Context: an optimization exercise on an open-source flow, tuned for small area and few clock cycles. The choices shown serve that exercise and are no tape-out recipe.
Only simulation tests tie the RTL to the original design; equivalence was not proved.
No activity file was given, so power comes from the tool's default toggle rates.

===== config.mk =====
export PLATFORM = sky130hd
export DESIGN_NAME = gree_ir_codec
export DESIGN_NICKNAME = gree_ir_codec
export VERILOG_FILES = /design/flow/design.v
export SDC_FILE = /design/flow/constraint.sdc
export NUM_CORES = 4
export LEC_CHECK = 0
export CAP_MARGIN = 20
export CORE_MARGIN = 2
export CORE_UTILIZATION = 40
export SLEW_MARGIN = 20

===== constraint.sdc =====
create_clock -name core_clock -period 6.0 [get_ports {clk}]
set_input_delay 1.2000 -clock core_clock [delete_from_list [all_inputs] [get_ports {clk}]]
set_output_delay 1.2000 -clock core_clock [all_outputs]
set_load 0.01 [all_outputs]

===== design.v =====
module gree_ir_codec (
    input  wire        clk,
    input  wire        rst,           
    input  wire        cmd_valid,
    output wire        cmd_ready,
    input  wire [31:0] cmd_word,
    input  wire [63:0] cmd_din,
    output reg         rsp_valid,
    output reg         rsp_illegal,
    output reg  [63:0] rsp_val,
    output wire        tx_valid,
    input  wire        tx_ready,
    output wire        tx_mark,
    output wire [31:0] tx_dur,
    output wire [7:0]  rx_addr,
    input  wire [31:0] rx_data,
    input  wire [15:0] rx_len
);
    localparam [31:0] T_HDR_MARK   = 32'd9000;
    localparam [31:0] T_HDR_SPACE  = 32'd4500;
    localparam [31:0] T_BIT_MARK   = 32'd620;
    localparam [31:0] T_ONE_SPACE  = 32'd1600;
    localparam [31:0] T_ZERO_SPACE = 32'd540;
    localparam [31:0] T_GAP        = 32'd19000;
    localparam [31:0] T_MSG        = 32'd19000;
    localparam [63:0] RESET_IMAGE  = 64'h5000200050200900;
    localparam [31:0] HM_LO = ((T_HDR_MARK + 50) * 75) / 100;
    localparam [31:0] HM_HI = ((T_HDR_MARK + 50) * 125 + 99) / 100;
    localparam [31:0] BM_LO = ((T_BIT_MARK + 50) * 75) / 100;
    localparam [31:0] BM_HI = ((T_BIT_MARK + 50) * 125 + 99) / 100;
    localparam [31:0] HS_LO = ((T_HDR_SPACE - 50) * 75) / 100;
    localparam [31:0] HS_HI = ((T_HDR_SPACE - 50) * 125 + 99) / 100;
    localparam [31:0] OS_LO = ((T_ONE_SPACE - 50) * 75) / 100;
    localparam [31:0] OS_HI = ((T_ONE_SPACE - 50) * 125 + 99) / 100;
    localparam [31:0] ZS_LO = ((T_ZERO_SPACE - 50) * 75) / 100;
    localparam [31:0] ZS_HI = ((T_ZERO_SPACE - 50) * 125 + 99) / 100;
    localparam [31:0] MSG_LO = (T_MSG * 75) / 100;
    localparam [7:0] OP_NOP        = 8'h00;
    localparam [7:0] OP_RESET      = 8'h01;
    localparam [7:0] OP_SET_RAW    = 8'h02;
    localparam [7:0] OP_GET_RAW    = 8'h03;
    localparam [7:0] OP_FIXUP      = 8'h04;
    localparam [7:0] OP_CSUM_CALC  = 8'h05;
    localparam [7:0] OP_CSUM_VREC  = 8'h06;
    localparam [7:0] OP_CSUM_VD    = 8'h07;
    localparam [7:0] OP_SET_POWER  = 8'h10;
    localparam [7:0] OP_GET_POWER  = 8'h11;
    localparam [7:0] OP_SET_MODE   = 8'h12;
    localparam [7:0] OP_GET_MODE   = 8'h13;
    localparam [7:0] OP_SET_TEMP   = 8'h14;
    localparam [7:0] OP_GET_TEMP   = 8'h15;
    localparam [7:0] OP_SET_FAN    = 8'h16;
    localparam [7:0] OP_GET_FAN    = 8'h17;
    localparam [7:0] OP_SET_SWING  = 8'h18;
    localparam [7:0] OP_GET_SWAUTO = 8'h19;
    localparam [7:0] OP_GET_SWPOS  = 8'h1A;
    localparam [7:0] OP_SET_SLEEP  = 8'h1B;
    localparam [7:0] OP_GET_SLEEP  = 8'h1C;
    localparam [7:0] OP_SET_TURBO  = 8'h1D;
    localparam [7:0] OP_GET_TURBO  = 8'h1E;
    localparam [7:0] OP_SET_LIGHT  = 8'h1F;
    localparam [7:0] OP_GET_LIGHT  = 8'h20;
    localparam [7:0] OP_SET_XFAN   = 8'h21;
    localparam [7:0] OP_GET_XFAN   = 8'h22;
    localparam [7:0] OP_ENCODE     = 8'h30;
    localparam [7:0] OP_SEND       = 8'h31;
    localparam [7:0] OP_DECODE     = 8'h40;
    localparam [7:0] OP_GET_DEC    = 8'h41;
    localparam [7:0] OP_GET_DBITS  = 8'h42;
    localparam [1:0] S_IDLE = 2'd0;
    localparam [1:0] S_EXEC = 2'd1;
    localparam [1:0] S_ENC  = 2'd2;
    localparam [1:0] S_DEC  = 2'd3;
    function [3:0] csum;
        input [63:0] x;
        reg   [7:0]  s;
        begin
            s = 8'd10
              + {4'd0, x[3:0]}   + {4'd0, x[11:8]}
              + {4'd0, x[19:16]} + {4'd0, x[27:24]}
              + {4'd0, x[39:36]} + {4'd0, x[47:44]} + {4'd0, x[55:52]};
            csum = s[3:0];
        end
    endfunction
    function in_range;
        input [31:0] d;
        input [31:0] lo;
        input [31:0] hi;
        begin
            in_range = (d >= lo) && (d <= hi);
        end
    endfunction
    reg [1:0]  state;
    reg [31:0] cw;
    reg [63:0] din;
    reg [63:0] rec;
    reg [63:0] dec_rec;
    reg [15:0] dec_bits;
    reg [7:0]  enc_item;      
    reg [15:0] enc_frame;     
    reg [7:0]  dec_idx;       
    reg [63:0] dec_y;         
    wire [7:0]  opc   = cw[31:24];
    wire [7:0]  fa    = cw[23:16];
    wire [7:0]  fb    = cw[15:8];
    wire [7:0]  fc    = cw[7:0];
    wire [15:0] imm16 = cw[15:0];
    reg legal;
    always @(*) begin
        case (opc)
            OP_NOP, OP_RESET, OP_GET_RAW, OP_FIXUP, OP_CSUM_CALC, OP_CSUM_VREC,
            OP_GET_POWER, OP_GET_MODE, OP_GET_TEMP, OP_GET_FAN, OP_GET_SWAUTO,
            OP_GET_SWPOS, OP_GET_SLEEP, OP_GET_TURBO, OP_GET_LIGHT, OP_GET_XFAN,
            OP_GET_DEC, OP_GET_DBITS,
            OP_SET_RAW, OP_CSUM_VD:
                legal = (cw[23:0] == 24'd0);
            OP_SET_POWER, OP_SET_SLEEP, OP_SET_TURBO, OP_SET_LIGHT, OP_SET_XFAN:
                legal = (fa[7:1] == 7'd0) && (fb == 8'd0) && (fc == 8'd0);
            OP_SET_MODE, OP_SET_TEMP, OP_SET_FAN:
                legal = (fb == 8'd0) && (fc == 8'd0);
            OP_SET_SWING:
                legal = (fa[7:1] == 7'd0) && (fc == 8'd0);
            OP_ENCODE:
                legal = 1'b1;
            OP_SEND:
                legal = (fa == 8'd0);
            OP_DECODE:
                legal = (fa[7:1] == 7'd0);
            default:
                legal = 1'b0;
        endcase
    end
    wire [3:0] rec_csum = csum(rec);
    wire [3:0] din_csum = csum(din);
    wire [3:0] y_csum   = csum(dec_y);
    wire [7:0] temp_clamped = (fa < 8'd16) ? 8'd16 : (fa > 8'd30) ? 8'd30 : fa;
    wire [7:0] temp_final   = (rec[2:0] == 3'd0) ? 8'd25 : temp_clamped;
    wire [7:0] temp_code    = temp_final - 8'd16;
    wire [1:0] fan_clamped  = (fa > 8'd3) ? 2'd3 : fa[1:0];
    wire [1:0] fan_final    = (rec[2:0] == 3'd2) ? 2'd1 : fan_clamped;
    reg [3:0] swing_pos;
    always @(*) begin
        if (fa[0]) begin
            if (fb == 8'd1 || fb == 8'd7 || fb == 8'd9 || fb == 8'd11)
                swing_pos = fb[3:0];
            else
                swing_pos = 4'd1;
        end else begin
            if (fb >= 8'd2 && fb <= 8'd6)
                swing_pos = fb[3:0];
            else
                swing_pos = 4'd0;
        end
    end
    reg [31:0] enc_dur;
    reg [6:0]  enc_bit;
    always @(*) begin
        enc_bit = 7'd0;
        enc_dur = T_BIT_MARK;
        if (!enc_item[0]) begin
            if (enc_item == 8'd0)
                enc_dur = T_HDR_MARK;
            else
                enc_dur = T_BIT_MARK;
        end else begin
            if (enc_item == 8'd1) begin
                enc_dur = T_HDR_SPACE;
            end else if (enc_item <= 8'd65) begin
                enc_bit = {1'b0, enc_item[6:1]} - 7'd1;           
                enc_dur = rec[enc_bit[5:0]] ? T_ONE_SPACE : T_ZERO_SPACE;
            end else if (enc_item == 8'd67 || enc_item == 8'd71) begin
                enc_dur = T_ZERO_SPACE;
            end else if (enc_item == 8'd69) begin
                enc_dur = T_ONE_SPACE;
            end else if (enc_item == 8'd73) begin
                enc_dur = T_GAP;
            end else if (enc_item <= 8'd137) begin
                enc_bit = enc_item[7:1] - 7'd5;                   
                enc_dur = rec[enc_bit[5:0]] ? T_ONE_SPACE : T_ZERO_SPACE;
            end else begin
                enc_dur = T_MSG;
            end
        end
    end
    assign tx_valid = (state == S_ENC);
    assign tx_mark  = ~enc_item[0];
    assign tx_dur   = enc_dur;
    wire m_hdr_mark  = in_range(rx_data, HM_LO, HM_HI);
    wire m_bit_mark  = in_range(rx_data, BM_LO, BM_HI);
    wire m_hdr_space = in_range(rx_data, HS_LO, HS_HI);
    wire m_one       = in_range(rx_data, OS_LO, OS_HI);
    wire m_zero      = in_range(rx_data, ZS_LO, ZS_HI);
    wire m_msg       = (rx_data >= MSG_LO);
    wire [17:0] min_len   = {1'b0, imm16, 1'b0} + 18'd11;
    wire        strict    = fa[0];
    wire        idx_avail = ({8'd0, dec_idx} < rx_len);
    reg ent_ok;       
    reg ent_data;     
    reg ent_bit;      
    always @(*) begin
        ent_ok   = 1'b0;
        ent_data = 1'b0;
        ent_bit  = m_one;
        if (dec_idx == 8'd0)
            ent_ok = m_hdr_mark;
        else if (dec_idx == 8'd1)
            ent_ok = m_hdr_space;
        else if (!dec_idx[0])
            ent_ok = m_bit_mark;                           
        else if (dec_idx <= 8'd65 || (dec_idx >= 8'd75 && dec_idx <= 8'd137)) begin
            ent_ok   = m_one || m_zero;
            ent_data = 1'b1;
        end else if (dec_idx == 8'd67 || dec_idx == 8'd71)
            ent_ok = !m_one && m_zero;                     
        else if (dec_idx == 8'd69)
            ent_ok = m_one;                                
        else
            ent_ok = m_msg;                                
    end
    assign rx_addr = dec_idx;
    assign cmd_ready = (state == S_IDLE);
    always @(posedge clk) begin
        if (rst) begin
            state       <= S_IDLE;
            rec         <= RESET_IMAGE;
            rsp_valid   <= 1'b0;
            rsp_illegal <= 1'b0;
            rsp_val     <= 64'd0;
            enc_item    <= 8'd0;
            enc_frame   <= 16'd0;
            dec_idx     <= 8'd0;
        end else begin
            rsp_valid <= 1'b0;
            case (state)
                S_IDLE: begin
                    if (cmd_valid) begin
                        cw    <= cmd_word;
                        din   <= cmd_din;
                        state <= S_EXEC;
                    end
                end
                S_EXEC: begin
                    rsp_illegal <= 1'b0;
                    rsp_val     <= 64'd0;
                    state       <= S_IDLE;
                    if (!legal) begin
                        rsp_valid   <= 1'b1;
                        rsp_illegal <= 1'b1;
                    end else begin
                        case (opc)
                            OP_RESET:     rec <= RESET_IMAGE;
                            OP_SET_RAW:   rec <= din;
                            OP_GET_RAW: begin
                                rec[63:60] <= rec_csum;
                                rsp_val    <= {rec_csum, rec[59:0]};
                            end
                            OP_FIXUP:     rec[63:60] <= rec_csum;
                            OP_CSUM_CALC: rsp_val <= {60'd0, rec_csum};
                            OP_CSUM_VREC: rsp_val <= {63'd0, rec[63:60] == rec_csum};
                            OP_CSUM_VD:   rsp_val <= {63'd0, din[63:60] == din_csum};
                            OP_SET_POWER: begin
                                rec[3]  <= fa[0];
                                rec[19] <= fa[0];
                            end
                            OP_GET_POWER: rsp_val <= {63'd0, rec[3] & rec[19]};
                            OP_SET_MODE: begin
                                if (fa == 8'd0) begin
                                    rec[11:8] <= 4'd9;
                                    rec[2:0]  <= 3'd0;
                                end else if (fa == 8'd2) begin
                                    rec[5:4]  <= 2'd1;
                                    rec[2:0]  <= 3'd2;
                                end else if (fa == 8'd1 || fa == 8'd3 || fa == 8'd4) begin
                                    rec[2:0]  <= fa[2:0];
                                end else begin
                                    rec[2:0]  <= 3'd0;
                                end
                            end
                            OP_GET_MODE:   rsp_val <= {61'd0, rec[2:0]};
                            OP_SET_TEMP:   rec[11:8] <= temp_code[3:0];
                            OP_GET_TEMP:   rsp_val <= {59'd0, {1'b0, rec[11:8]} + 5'd16};
                            OP_SET_FAN:    rec[5:4] <= fan_final;
                            OP_GET_FAN:    rsp_val <= {62'd0, rec[5:4]};
                            OP_SET_SWING: begin
                                rec[6]     <= fa[0];
                                rec[35:32] <= swing_pos;
                            end
                            OP_GET_SWAUTO: rsp_val <= {63'd0, rec[6]};
                            OP_GET_SWPOS:  rsp_val <= {60'd0, rec[35:32]};
                            OP_SET_SLEEP:  rec[7] <= fa[0];
                            OP_GET_SLEEP:  rsp_val <= {63'd0, rec[7]};
                            OP_SET_TURBO:  rec[20] <= fa[0];
                            OP_GET_TURBO:  rsp_val <= {63'd0, rec[20]};
                            OP_SET_LIGHT:  rec[21] <= fa[0];
                            OP_GET_LIGHT:  rsp_val <= {63'd0, rec[21]};
                            OP_SET_XFAN:   rec[23] <= fa[0];
                            OP_GET_XFAN:   rsp_val <= {63'd0, rec[23]};
                            OP_GET_DEC:    rsp_val <= dec_rec;
                            OP_GET_DBITS:  rsp_val <= {48'd0, dec_bits};
                            default: ;
                        endcase
                        if (opc == OP_ENCODE && fa >= 8'd8) begin
                            enc_item  <= 8'd0;
                            enc_frame <= 16'd0;
                            state     <= S_ENC;
                        end else if (opc == OP_SEND) begin
                            rec[63:60] <= rec_csum;
                            enc_item   <= 8'd0;
                            enc_frame  <= 16'd0;
                            state      <= S_ENC;
                        end else if (opc == OP_DECODE) begin
                            if ({2'b0, rx_len} < min_len || (strict && imm16 != 16'd64)) begin
                                rsp_valid <= 1'b1;           
                            end else begin
                                dec_idx <= 8'd0;
                                state   <= S_DEC;
                            end
                        end else begin
                            rsp_valid <= 1'b1;
                        end
                    end
                end
                S_ENC: begin
                    if (tx_ready) begin
                        if (enc_item == 8'd139) begin
                            enc_item <= 8'd0;
                            if (enc_frame == imm16) begin
                                rsp_valid   <= 1'b1;
                                rsp_illegal <= 1'b0;
                                rsp_val     <= 64'd0;
                                state       <= S_IDLE;
                            end else begin
                                enc_frame <= enc_frame + 16'd1;
                            end
                        end else begin
                            enc_item <= enc_item + 8'd1;
                        end
                    end
                end
                S_DEC: begin
                    if (dec_idx == 8'd139 && !idx_avail) begin
                        if (strict && dec_y[63:60] != y_csum) begin
                            rsp_valid <= 1'b1;               
                            rsp_val   <= 64'd0;
                        end else begin
                            dec_rec   <= dec_y;
                            dec_bits  <= 16'd64;
                            rsp_valid <= 1'b1;
                            rsp_val   <= 64'd1;
                        end
                        state <= S_IDLE;
                    end else if (!idx_avail || !ent_ok) begin
                        rsp_valid <= 1'b1;                   
                        rsp_val   <= 64'd0;
                        state     <= S_IDLE;
                    end else begin
                        if (ent_data)
                            dec_y <= {ent_bit, dec_y[63:1]};
                        if (dec_idx == 8'd139) begin
                            if (strict && dec_y[63:60] != y_csum) begin
                                rsp_valid <= 1'b1;
                                rsp_val   <= 64'd0;
                            end else begin
                                dec_rec   <= dec_y;
                                dec_bits  <= 16'd64;
                                rsp_valid <= 1'b1;
                                rsp_val   <= 64'd1;
                            end
                            state <= S_IDLE;
                        end else begin
                            dec_idx <= dec_idx + 8'd1;
                        end
                    end
                end
            endcase
        end
    end
endmodule

===== run.sh =====
#!/bin/bash
# synth_recipe.tcl (not shown) runs the flow's synth.tcl, then flattens the netlist and writes it again
# the make line also repeats each setting of config.mk as NAME=value (left out here)
make -C /OpenROAD-flow-scripts/flow DESIGN_CONFIG=/design/flow/config.mk WORK_HOME=/design/flow/orfs CLKGATE_MAP_FILE= SYNTH_SCRIPT=/design/flow/synth_recipe.tcl finish

==> results_dict.tcl <==
set metrics [dict create \
    powerDensity_nw_per_um2 243 \
    cts_tree "yes" \
    layout.nets 2192 \
    root_buffer "clkbuf_16" \
    hold_path_depth 0 \
    rsz0062_at_grt "no" \
    dieArea_um2 51100 \
    hpwlAfterDp_um 41300 \
    cap_violations 0 \
    grt_max_degree 130 \
    min_from "dec_y[49]" \
    worstPathRequired_ps 4800 \
    grt_antenna_before_repair 0 \
    drive_above_1_share_pct 12.3 \
    yosys.area_share.simple_pct 14.5 \
    grt_pass1_wl_um 87500 \
    hold_violations 0 \
    synth_cells 1768 \
    p_int_uw 4470 \
    synthArstFlopShare_pct 0 \
    leakagePower_uw 0.00780 \
    ir_drop_uv 180 \
    finalCoreUtilization_pct 48.9 \
    syn_area_um2 19700 \
    r2r_end "dec_rec[48]" \
    cts-buffers-inserted 43 \
    path_clk_slew_ps 60 \
    grt_usage_pct 22.6 \
    max_slew_margin_pct 29.9 \
    synth_compound_area_share_pct 14.5 \
    n_antenna_cell 0 \
    max_freq_ghz 0.175 \
    critPathArrivalTime_ps 4510 \
    syn_to_final_growth_pct 21.0 \
    routed_wl_um 57900 \
    initial_core_util_pct 40.4 \
    cts_hold_buffers 0 \
    worstSetupPathType "reg2out" \
    pin_count 257 \
    p_comb_share_pct 6.8 \
    fin_skew_ps 23.3 \
    netSwitchingPower_uw 1340 \
    grt.met1_usage_pct 31.8 \
    setup_viol 0 \
    wire_per_inst_um 21.8 \
    gp_congestion 0.910 \
    insertion_delay_ps 580 \
    drc 0 \
    htree_num_levels 2 \
    gr-usage-met3_pct 4.28 \
    ys_ff_latch 388 \
    min_to "dec_y[48]" \
    coreArea_um2 48800 \
    synth_edf_count 224 \
    via_per_inst 5.61 \
    cts_resized 0 \
    yosysWarningCount 1 \
    min_path_type "reg2reg" \
    r2r_setup_slack_ps 850 \
    critPathMaxFanout 16 \
    period_needed_ps 5710 \
    synth_ff_type "edfxtp_1" \
    drtPass1Iterations 6 \
    ant_nets 0 \
    endpoint_kind "primary output" \
    rr_worst_depth 15 \
    drv_slew 0 \
    synth.distinct_cells 91 \
    busiest_layer "met2" \
    setup_tns_ps 0 \
    avgSynthCellArea_um2 11.2 \
    worst_pin_slew_ps 1050 \
    synth_xor_area_share_pct 4.71 \
    muxShareOfSynthArea_pct 3.48 \
    cts.path.max_buffers 3 \
    swShare_pct 23.0 \
    cp-start-kind "register" \
    grt_pass1_vias 14400 \
    die_y_um 226 \
    io_buffers 237 \
    cts.sinks 388 \
    reg2reg_from "dec_y[2]" \
    synth_top_family_by_area "simple AND/OR/NAND/NOR gates" \
    seq_power_share_pct 49.5 \
    fp-row-count 81 \
    status "finished clean" \
    grt_overflow 0 \
    grtUsageMet2_pct 35.7 \
    yosysSeqAreaShare_pct 50.8 \
    drt-initial-drc-count 1336 \
    post-cts-setup-buffers 0 \
    die_w_um 226 \
    timing.final.crit_share_pct 95.1 \
    synth_fa_ha_area_share_pct 6.65 \
    p_clk_share_pct 43.7 \
    vias 14900 \
]
[Yosys cell counts (5+ instances only)]
cell | instances | area share (%)
buf_12 | 6 | 0.61
nor2b_1 | 12 | 0.38
o21ai_0 | 42 | 1.1
mux2i_1 | 10 | 0.51
edfxtp_1 | 224 | 34
nor2_1 | 138 | 2.6
a21oi_2 | 57 | 2.5
a21o_1 | 8 | 0.30
nand3_1 | 24 | 0.61
a211oi_1 | 21 | 0.80
ha_1 | 52 | 3.3
a31oi_1 | 14 | 0.44
buf_2 | 14 | 0.36
dfxtp_1 | 164 | 17
buf_4 | 21 | 0.80
clkbuf_1 | 83 | 1.6
xor2_1 | 37 | 1.6
nand3b_1 | 5 | 0.19
o21a_1 | 9 | 0.34
and2_1 | 5 | 0.16
inv_1 | 95 | 1.8
a22oi_1 | 104 | 4.0
and3_1 | 9 | 0.29
or3_1 | 76 | 2.4
fa_1 | 33 | 3.4
xnor2_1 | 64 | 2.8
a211o_1 | 7 | 0.31
or2_2 | 6 | 0.19
nand4_1 | 20 | 0.63
a221oi_1 | 12 | 0.53
nand2b_1 | 13 | 0.41
o31ai_1 | 6 | 0.23
nand2_2 | 57 | 1.8
nor4_1 | 18 | 0.57
nor3_1 | 53 | 1.3
mux4_2 | 25 | 2.9
or4_1 | 9 | 0.34
nand2_1 | 72 | 1.4
a21oi_1 | 51 | 1.3
o22ai_1 | 6 | 0.19
[sequential cells by signal, summed over array words and instances, names as in the netlist]
signal       cells
dec_idx          8
rsp_illegal      1
rsp_val         64
cw              32
rec             64
dec_rec         64
rsp_valid        1
state            2
enc_frame       16
enc_item         8
din             64
dec_y           64
[final cells by class]
cell class	instances	area [um2]
fillers	4445	25000
clock buffers	62	1210
inverters	95	357
well taps	664	831
multi-input cells	1176	8780
clock inverters	17	134
flip-flops and latches	388	10000
repair buffers	255	2550
[placed cells by master (no fill, tap or decap), drive strengths merged, types with 14 or more instances in the layout]
cell type / synthesis / routed
clkbuf: 83 / 62
a31oi: 14 / 14
a21oi: 108 / 108
conb: 1 / 19
nor3: 54 / 54
inv: 95 / 97
mux4: 25 / 25
nand2: 129 / 129
or3: 76 / 76
xor2: 37 / 37
nor2: 139 / 139
nor4: 19 / 19
clkdlybuf4s50: 0 / 236
dfxtp: 164 / 164
a22oi: 105 / 105
o21ai: 47 / 47
buf: 44 / 19
edfxtp: 224 / 224
fa: 33 / 33
a211oi: 21 / 21
nand4: 20 / 20
xnor2: 64 / 64
nand3: 24 / 24
ha: 52 / 52
[cells by family (layout without fill, tap and decap cells)]
| group | count (synthesis) | count (layout) |
|---|---|---|
| simple gates | 542 | 542 |
| mux | 37 | 37 |
| fa+ha+maj | 85 | 85 |
| xor+xnor | 103 | 103 |
| buf+inv | 222 | 429 |
| other cells | 1 | 19 |
| flops | 388 | 388 |
| compound gates | 390 | 390 |
[stage by stage]
| stage | std cells | hold WS (ps) | area [um2] | setup slack, ps | total power (uW) |
|---|---|---|---|---|---|
| after floorplan | 1786 | 421 | 19800 | 144 | 3160 |
| after global placement | 2578 | 426 | 22500 | 908 | 3310 |
| after detailed placement | 2578 | 433 | 22500 | 907 | 3320 |
| after CTS | 2657 | 448 | 23900 | 294 | 5850 |
| after global routing | 2657 | 455 | 23900 | 53.5 | 5990 |
| final | 2657 | 446 | 23900 | 292 | 5800 |
[worst max-delay path, stage by stage, from the launching register on]
cell and delay [ps]:
dfxtp_1 500, inv_1 130, ha_1 290, buf_4 260, mux4_2 550, mux4_2 480
mux4_2 500, a31oi_1 270, nor2b_1 160, o21ai_0 70, a31oi_1 170, clkdlybuf4s50_1 550
[how the worst max path moves through the flow]
stage / start / end / slack (ps)
finish: enc_item[2] / tx_dur[2] / 290
global route: enc_item[2] / tx_dur[2] / 50
CTS: enc_item[2] / tx_dur[2] / 290
detailed placement: enc_item[2] / tx_dur[2] / 910
global placement: enc_item[2] / tx_dur[2] / 910
floorplan: rx_data[12] / dec_y[0] / 140
[power by group through the flow]
stage                     sequential [uW]  combinational [uW]  clock, uW
after CTS                            2870                 394       2580
final                                2870                 394       2540
after detailed placement             2930                 391          0
after global routing                 2880                 429       2680
after global placement               2930                 384          0
after floorplan                      2910                 250          0
[layer usage]
layer | vias up | share of wire (%)
met1 | 7376 | 45
met3 | 81 | 7.2
met2 | 587 | 46
met4 | 0 | 2.2
li1 | 6859 | -
met5 | - | 0
Testbench counts, summed over its fixed seeds: cycles 514,310.

==> separate check: timing with driven ports <==
The flow's constraints put no driver on any port. The routed layout listed below was extracted and timed again, unchanged, in two steps.
Step 1, drivers: a clkbuf_16 drives clk and a buf_2 each remaining input, both assumed.
Step 2, shift: input delay + t, output delay - t, t = (earliest + latest rising clock arrival at the registers) / 2. This alone moves slack from input paths to output paths.
Three values: no drivers, after step 1, after step 2; two values: the first two.
shift t [ns]: 0.628
setup WS [ns]: 0.292 / 0.231 / 0.853
worst slew at a driven data input, ns: 0.06
After both steps this run still meets setup and hold. The setup slack of this run moves by -0.061 ns with the drivers and by +0.561 ns with both steps.
